This is an optimization exercise on Yosys and OpenROAD, whose aim is small area, a short achievable clock period and few clock cycles, not a production implementation. At most, simulation tests tie the RTL to the original design; equivalence was not proved. Power is estimated from default activity; no workload was simulated.

==> job 5906 <==
==> flow/design.v <==
module css_t1 (
    input  wire [7:0] a,
    output wire [7:0] t1
);
    wire a01 = a[0] & a[1];
    wire u   = a01 ^ a[3];
    wire v   = (a[4] & a[5]) ^ a[6];
    wire w   = a01 ^ a[2];
    wire z   = (a[4] | a[5]) ^ a[7];
    assign t1[0] = ~u;
    assign t1[1] = ~v;
    assign t1[2] = a[5] ^ (u | v);
    assign t1[3] = a[1] ^ (u | v);
    assign t1[4] = ~w;
    assign t1[5] = ~z;
    assign t1[6] = a[0] ^ (w | z);
    assign t1[7] = a[4] ^ (w & z);
endmodule
module css_descramble (
    input  wire        clk,
    input  wire        rst,          
    input  wire        in_valid,
    output wire        in_ready,
    input  wire [31:0] in_data,
    input  wire [39:0] in_key,       
    input  wire [7:0]  in_cmi,
    output wire        out_valid,
    input  wire        out_ready,
    output wire [31:0] out_data
);
    reg  [31:0] obuf;
    reg         ov;
    reg  [8:0]  wcnt;           
    reg         gate;           
    reg  [16:0] l1;             
    reg  [39:0] ssum;           
    reg         carry;
    reg  [7:0]  o0c;            
    reg  [2:0]  o0f;            
    function [7:0] rev8(input [7:0] b);
        integer k;
        begin
            for (k = 0; k < 8; k = k + 1) rev8[k] = b[7-k];
        end
    endfunction
    function [8:0] add8(input [7:0] a, input [7:0] b);
        reg [7:0] g, p, gg, pp;
        integer i, d;
        begin
            g = a & b;
            p = a ^ b;
            gg = g;
            pp = p;
            for (d = 1; d < 8; d = d * 2)
                for (i = 7; i >= 0; i = i - 1)
                    if ((i / d) % 2 == 1) begin
                        gg[i] = gg[i] | (pp[i] & gg[(i / d) * d - 1]);
                        pp[i] = pp[i] & pp[(i / d) * d - 1];
                    end
            add8 = {gg[7], p ^ {gg[6:0], 1'b0}};
        end
    endfunction
    function [31:0] o1_word(input [16:0] e);
        reg [63:0] st;          
        integer j, i, q;
        begin
            st = 64'd0;
            for (i = 0; i < 8; i = i + 1) begin
                st[63 - i] = e[9 + i];          
                st[55 - i] = e[1 + i];          
            end
            st[47] = e[0];
            for (q = 46; q >= 32; q = q - 1)
                st[q] = st[q+17] ^ st[q+14];
            for (j = 0; j < 4; j = j + 1)
                for (i = 0; i < 8; i = i + 1)
                    o1_word[8*j + i] = st[32 + 8*j + 7 - i];
        end
    endfunction
    function [31:0] lfsr1_word(input [31:0] w);
        reg [63:0] st;          
        integer j, i, q;
        begin
            for (j = 0; j < 4; j = j + 1)
                for (i = 0; i < 8; i = i + 1)
                    st[8*j + 7 - i] = w[8*j + i];
            for (q = 32; q < 64; q = q + 1)
                st[q] = st[q-17] ^ st[q-3];
            for (j = 0; j < 4; j = j + 1)
                for (i = 0; i < 8; i = i + 1)
                    lfsr1_word[8*j + i] = st[32 + 8*j + 7 - i];
        end
    endfunction
    function [10:0] o0_of(input [23:0] x);
        reg [24:0] l;
        reg [7:0]  k;
        begin
            l = {x[23:3], 1'b1, x[2:0]};
            k = l[24:17] ^ l[21:14] ^ l[20:13] ^ {l[12:8], 3'd0};
            o0_of = {k ^ {5'd0, k[7:5]}, k[2:0] ^ l[7:5]};
        end
    endfunction
    wire take = in_valid && in_ready;
    wire [7:0] b0 = in_data[7:0], b1 = in_data[15:8];
    wire [31:0] o1w = {l1[16:1], 7'd0, l1[0], 8'd0};     
    wire [31:0] o1n = o1_word(l1);
    wire [7:0]  a0  = rev8({o0c[7:3], o0f});
    wire [7:0]  a1  = rev8(o0c);
    wire [7:0]  bb0 = ~rev8(o1n[7:0]),   bb1 = ~rev8(o1n[15:8]);
    wire [7:0]  bb2 = ~rev8(o1n[23:16]), bb3 = ~rev8(o1n[31:24]);
    wire [8:0]  sn0 = add8(a0, bb0);
    wire [8:0]  sn1 = add8(a1, bb1);
    wire [8:0]  sn2 = add8(a1, bb2);
    wire [8:0]  sn3 = add8(a1, bb3);
    wire        pn0 = &(a0 ^ bb0);
    wire        pn1 = &(a1 ^ bb1);
    wire        pn2 = &(a1 ^ bb2);
    wire        pn3 = &(a1 ^ bb3);
    wire [3:0] bc;              
    wire [31:0] ks;
    wire [3:0] bg = {ssum[38], ssum[28], ssum[18], ssum[8]};    
    wire [3:0] bp = {ssum[39], ssum[29], ssum[19], ssum[9]};    
    assign bc[0] = carry;
    assign bc[1] = bg[0] | (bp[0] & carry);
    assign bc[2] = bg[1] | (bp[1] & bg[0]) | (bp[1] & bp[0] & carry);
    assign bc[3] = bg[2] | (bp[2] & bg[1]) | (bp[2] & bp[1] & bg[0]) | (bp[2] & bp[1] & bp[0] & carry);
    wire carry_next = bg[3] | (bp[3] & bc[3]);
    genvar j;
    generate
        for (j = 0; j < 4; j = j + 1) begin : g_ks
            wire [7:0] sj = ssum[10*j +: 8];
            assign ks[8*j +: 8] = sj ^ ({sj[6:0] & {sj[5:0], 1'b1} & {sj[4:0], 2'b11} & {sj[3:0], 3'b111}
                                         & {sj[2:0], 4'hF} & {sj[1:0], 5'h1F} & {sj[0], 6'h3F}, 1'b1}
                                        & {8{bc[j]}});
        end
    endgenerate
    wire [31:0] t1w;
    css_t1 u_t10 (.a(in_data[7:0]),   .t1(t1w[7:0]));
    css_t1 u_t11 (.a(in_data[15:8]),  .t1(t1w[15:8]));
    css_t1 u_t12 (.a(in_data[23:16]), .t1(t1w[23:16]));
    css_t1 u_t13 (.a(in_data[31:24]), .t1(t1w[31:24]));
    wire scr = gate && wcnt[8:5] != 4'd0;      
    wire [31:0] o1step = lfsr1_word(o1w);
    always @(posedge clk) begin
        if (rst) begin
            ov   <= 1'b0;
            wcnt <= 9'd0;
        end else begin
            if (out_ready)
                ov   <= in_valid;
            if (take)
                wcnt <= wcnt + 9'd1;
        end
        if (out_ready)
            obuf <= scr ? (t1w ^ ks) : in_data;
        if (take) begin
            if (wcnt == 9'd5)
                gate <= b0[5:4] != 2'b00;
            if (wcnt == 9'd21) begin
                gate  <= gate && in_cmi[7] && in_key != 40'd0;
                l1  <= {in_key[7:0] ^ b0, in_key[14:8] ^ b1[6:0], 1'b1, in_key[15] ^ b1[7]};
                {o0c, o0f} <= o0_of({8'd0, in_key[31:16] ^ in_data[31:16]});
            end
            if (wcnt == 9'd22)
                {o0c, o0f} <= {o0c, o0f} ^ o0_of({in_key[39:32] ^ b0, 16'd0});
            if (wcnt >= 9'd30)
                l1 <= {o1step[31:16], o1step[8]};
            ssum  <= {pn3, sn3, pn2, sn2, pn1, sn1, pn0, sn0};
            carry <= wcnt[8:5] != 4'd0 && carry_next;
            if (wcnt == 9'd31)
                o0f <= o0c[2:0];
        end
    end
    assign in_ready  = out_ready;
    assign out_valid = ov;
    assign out_data  = obuf;
endmodule
==> flow/flow/run.sh <==
#!/bin/bash
# Layout flow: the standard ORFS flow (standard.sh), with extra ORFS settings passed
# to make:
#  - the port buffers that buffer_ports puts on every input and output are
#    sky130_fd_sc_hd__buf_1 instead of the cell it picks by default (clkdlybuf4s50_1);
#  - if flow/abc.script exists, Yosys's ABC technology mapping uses it in place of ORFS's
#    abc_speed.script: ORFS's scripts folder is copied here (scripts_local/) with only that
#    file replaced. Synthesis is otherwise ORFS's and the standard flow's own (synth_recipe.tcl);
#    ABC maps only combinational logic, so the registers are the standard synthesis's;
#  - any further make settings listed one per line in flow/extra.txt.
# make's full output goes to flow_make.log here; each ORFS step keeps its own log under
# orfs/logs/.
set -euo pipefail
EXTRA=(
  "BUFFER_PORTS_ARGS=-buffer_cell sky130_fd_sc_hd__buf_1"
)
if [[ -f flow/abc.script ]]; then
  rm -rf scripts_local
  cp -r "$FLOW_HOME/scripts" scripts_local
  cp flow/abc.script scripts_local/abc_speed.script
  EXTRA+=("SCRIPTS_DIR=$PWD/scripts_local")
fi
if [[ -f flow/extra.txt ]]; then
  while IFS= read -r line; do
    [[ -n "$line" ]] && EXTRA+=("$line")
  done < flow/extra.txt
fi
bash standard.sh "${EXTRA[@]}" finish > flow_make.log 2>&1
==> flow/standard.sh <==
#!/bin/bash
# synth_recipe.tcl (not shown) runs the flow's synth.tcl, then flattens the netlist and writes it again
# the make line also repeats each setting of config.mk as NAME=value (left out here)
make -C /OpenROAD-flow-scripts/flow DESIGN_CONFIG=/design/flow/config.mk WORK_HOME=/design/flow/orfs CLKGATE_MAP_FILE= SYNTH_SCRIPT=/design/flow/synth_recipe.tcl "${@:-finish}"
==> flow/config.mk <==
export PLATFORM = sky130hd
export DESIGN_NAME = css_descramble
export DESIGN_NICKNAME = css_descramble
export VERILOG_FILES = /design/flow/design.v
export SDC_FILE = /design/flow/constraint.sdc
export NUM_CORES = 4
export LEC_CHECK = 0
export CAP_MARGIN = 20
export CORE_MARGIN = 2
export CORE_UTILIZATION = 70
export CTS_BUF_LIST = sky130_fd_sc_hd__clkbuf_4 sky130_fd_sc_hd__clkbuf_8
export PLACE_DENSITY = 0.85
export SETUP_SLACK_MARGIN = 3.4
export SLEW_MARGIN = 20
==> flow/constraint.sdc <==
create_clock -name core_clock -period 6.0 [get_ports {clk}]
set_input_delay 1.2000 -clock core_clock [delete_from_list [all_inputs] [get_ports {clk}]]
set_output_delay 1.2000 -clock core_clock [all_outputs]
set_load 0.01 [all_outputs]
==> job 6633: changes against job 5906 <==
==> flow/design.v, changed modules only <==
module css_descramble (
    input  wire        clk,
    input  wire        rst,          
    input  wire        in_valid,
    output wire        in_ready,
    input  wire [31:0] in_data,
    input  wire [39:0] in_key,       
    input  wire [7:0]  in_cmi,
    output wire        out_valid,
    input  wire        out_ready,
    output wire [31:0] out_data
);
    reg  [31:0] obuf;
    reg         ov;
    reg  [8:0]  wcnt;           
    reg         gate;           
    reg  [31:0] o1w;            
    reg  [39:0] ssum;           
    reg         carry;
    reg  [7:0]  o0c;            
    reg  [2:0]  o0f;            
    function [7:0] rev8(input [7:0] b);
        integer k;
        begin
            for (k = 0; k < 8; k = k + 1) rev8[k] = b[7-k];
        end
    endfunction
    function [31:0] lfsr1_word(input [31:0] w);
        reg [63:0] st;          
        integer j, i, q;
        begin
            for (j = 0; j < 4; j = j + 1)
                for (i = 0; i < 8; i = i + 1)
                    st[8*j + 7 - i] = w[8*j + i];
            for (q = 32; q < 64; q = q + 1)
                st[q] = st[q-17] ^ st[q-3];
            for (j = 0; j < 4; j = j + 1)
                for (i = 0; i < 8; i = i + 1)
                    lfsr1_word[8*j + i] = st[32 + 8*j + 7 - i];
        end
    endfunction
    function [10:0] o0_of(input [23:0] x);
        reg [24:0] l;
        reg [7:0]  k;
        begin
            l = {x[23:3], 1'b1, x[2:0]};
            k = l[24:17] ^ l[21:14] ^ l[20:13] ^ {l[12:8], 3'd0};
            o0_of = {k ^ {5'd0, k[7:5]}, k[2:0] ^ l[7:5]};
        end
    endfunction
    wire take = in_valid && in_ready;
    wire [7:0] b0 = in_data[7:0], b1 = in_data[15:8];
    wire [31:0] o1n = o1w;
    wire [7:0]  a0  = rev8({o0c[7:3], o0f});
    wire [7:0]  a1  = rev8(o0c);
    wire [8:0]  sn0 = {1'b0, a0} + {1'b0, ~rev8(o1n[7:0])};
    wire [8:0]  sn1 = {1'b0, a1} + {1'b0, ~rev8(o1n[15:8])};
    wire [8:0]  sn2 = {1'b0, a1} + {1'b0, ~rev8(o1n[23:16])};
    wire [8:0]  sn3 = {1'b0, a1} + {1'b0, ~rev8(o1n[31:24])};
    wire        pn0 = &sn0[7:0];
    wire        pn1 = &sn1[7:0];
    wire        pn2 = &sn2[7:0];
    wire        pn3 = &sn3[7:0];
    wire [3:0] bc;              
    wire [31:0] ks;
    wire [3:0] bg = {ssum[38], ssum[28], ssum[18], ssum[8]};    
    wire [3:0] bp = {ssum[39], ssum[29], ssum[19], ssum[9]};    
    assign bc[0] = carry;
    assign bc[1] = bg[0] | (bp[0] & carry);
    assign bc[2] = bg[1] | (bp[1] & bg[0]) | (bp[1] & bp[0] & carry);
    assign bc[3] = bg[2] | (bp[2] & bg[1]) | (bp[2] & bp[1] & bg[0]) | (bp[2] & bp[1] & bp[0] & carry);
    wire carry_next = bg[3] | (bp[3] & bc[3]);
    genvar j;
    generate
        for (j = 0; j < 4; j = j + 1) begin : g_ks
            wire [7:0] sj = ssum[10*j +: 8];
            assign ks[8*j +: 8] = sj ^ ({sj[6:0] & {sj[5:0], 1'b1} & {sj[4:0], 2'b11} & {sj[3:0], 3'b111}
                                         & {sj[2:0], 4'hF} & {sj[1:0], 5'h1F} & {sj[0], 6'h3F}, 1'b1}
                                        & {8{bc[j]}});
        end
    endgenerate
    wire [31:0] t1w;
    css_t1 u_t10 (.a(in_data[7:0]),   .t1(t1w[7:0]));
    css_t1 u_t11 (.a(in_data[15:8]),  .t1(t1w[15:8]));
    css_t1 u_t12 (.a(in_data[23:16]), .t1(t1w[23:16]));
    css_t1 u_t13 (.a(in_data[31:24]), .t1(t1w[31:24]));
    wire scr = gate && wcnt[8:5] != 4'd0;      
    always @(posedge clk) begin
        if (rst) begin
            ov   <= 1'b0;
            wcnt <= 9'd0;
        end else begin
            if (take) begin
                ov   <= 1'b1;
                wcnt <= wcnt + 9'd1;
            end else if (out_ready) begin
                ov   <= 1'b0;
            end
        end
        if (take) begin
            obuf <= scr ? (t1w ^ ks) : in_data;
            if (wcnt == 9'd5)
                gate <= b0[5:4] != 2'b00;
            if (wcnt == 9'd21) begin
                gate  <= gate && in_cmi[7] && in_key != 40'd0;
                o1w   <= {in_key[7:0] ^ b0, in_key[14:8] ^ b1[6:0], 1'b1, 7'd0, in_key[15] ^ b1[7], in_data[23:16]};
                o0c   <= in_data[31:24];
                carry <= 1'b0;
            end
            if (wcnt == 9'd22)
                {o0c, o0f} <= o0_of(in_key[39:16] ^ {b0, o0c, o1w[7:0]});
            if (wcnt >= 9'd30)
                o1w  <= lfsr1_word(o1w);
            if (wcnt >= 9'd31)
                ssum <= {pn3, sn3, pn2, sn2, pn1, sn1, pn0, sn0};
            if (wcnt == 9'd31)
                o0f <= o0c[2:0];
            if (wcnt[8:5] != 4'd0)
                carry <= carry_next;
        end
    end
    assign in_ready  = out_ready;
    assign out_valid = ov;
    assign out_data  = obuf;
endmodule
==> flow/flow/abc.script (new file) <==
&get -n
&st
&dch
&nf
&st
&syn2
&if -g -K 6
&synch2
&nf
&put
==> summary of the runs <==
Against job 5906, the core utilization of job 6633 is higher by 0.74 points.
Between job 5906 and job 6633, the lower maximum frequency is in job 6633 (gap about 1.8%, measured against job 6633).
In job 6633 the flip-flop and latch count is higher than in job 5906, by 15.
Against job 5906, the first-iteration DRC count of job 6633 is larger by 17%.
In job 5906 the hold slack is higher than in job 6633, by 0.0041 ns.
Of job 6633 and job 5906, job 6633 has the higher critical path depth (gap 3).
Of job 5906 and job 6633, job 5906 has the higher global-route usage (gap 3.4 points).
Non-clock buffer count: job 5906 is higher than job 6633 (8).
Sequential power: job 6633 is larger than job 5906 (10%).
Against job 6633, the die area of job 5906 is lower by about 3%.
Testbench counts of job 6633, summed over its fixed seeds: cycles 32,776.
For job 5906, only the layout was checked, not whether the RTL still works.

==> afterwards: timing with drivers on the ports <==
Ports are ideal in the flow. The routed layouts listed here were re-timed in OpenROAD. Step 1 assumes that a clkbuf_16 drives the clock port and a buf_2 every other input. Step 2 adds t to the input delays and takes it off the output delays; t is the mean of the earliest and latest rising clock arrival at the registers after step 1. Input paths then give back, and output paths get back, about the clock's delay inside the block. Three values: ideal, step 1, step 2; two values: the first two.
| run | t, ns | setup WS [ns] | latest minus earliest clock arrival (ns) | worst data-port slew with drivers (ns) | pins driven straight from the clock port |
|---|---|---|---|---|---|
| job 5906 | 0.427 | 3.342 / 3.263 / 3.004 | 0.017 / 0.017 | 0.10 | 1 |
| job 6633 | 0.504 | 3.295 / 3.295 / 2.932 | 0.013 / 0.013 | 0.06 | 1 |
After both steps setup and hold are still met in every run listed. For job 6633, which loses most, drivers alone change the setup slack by 0.000 ns; drivers and shift together by -0.363 ns.
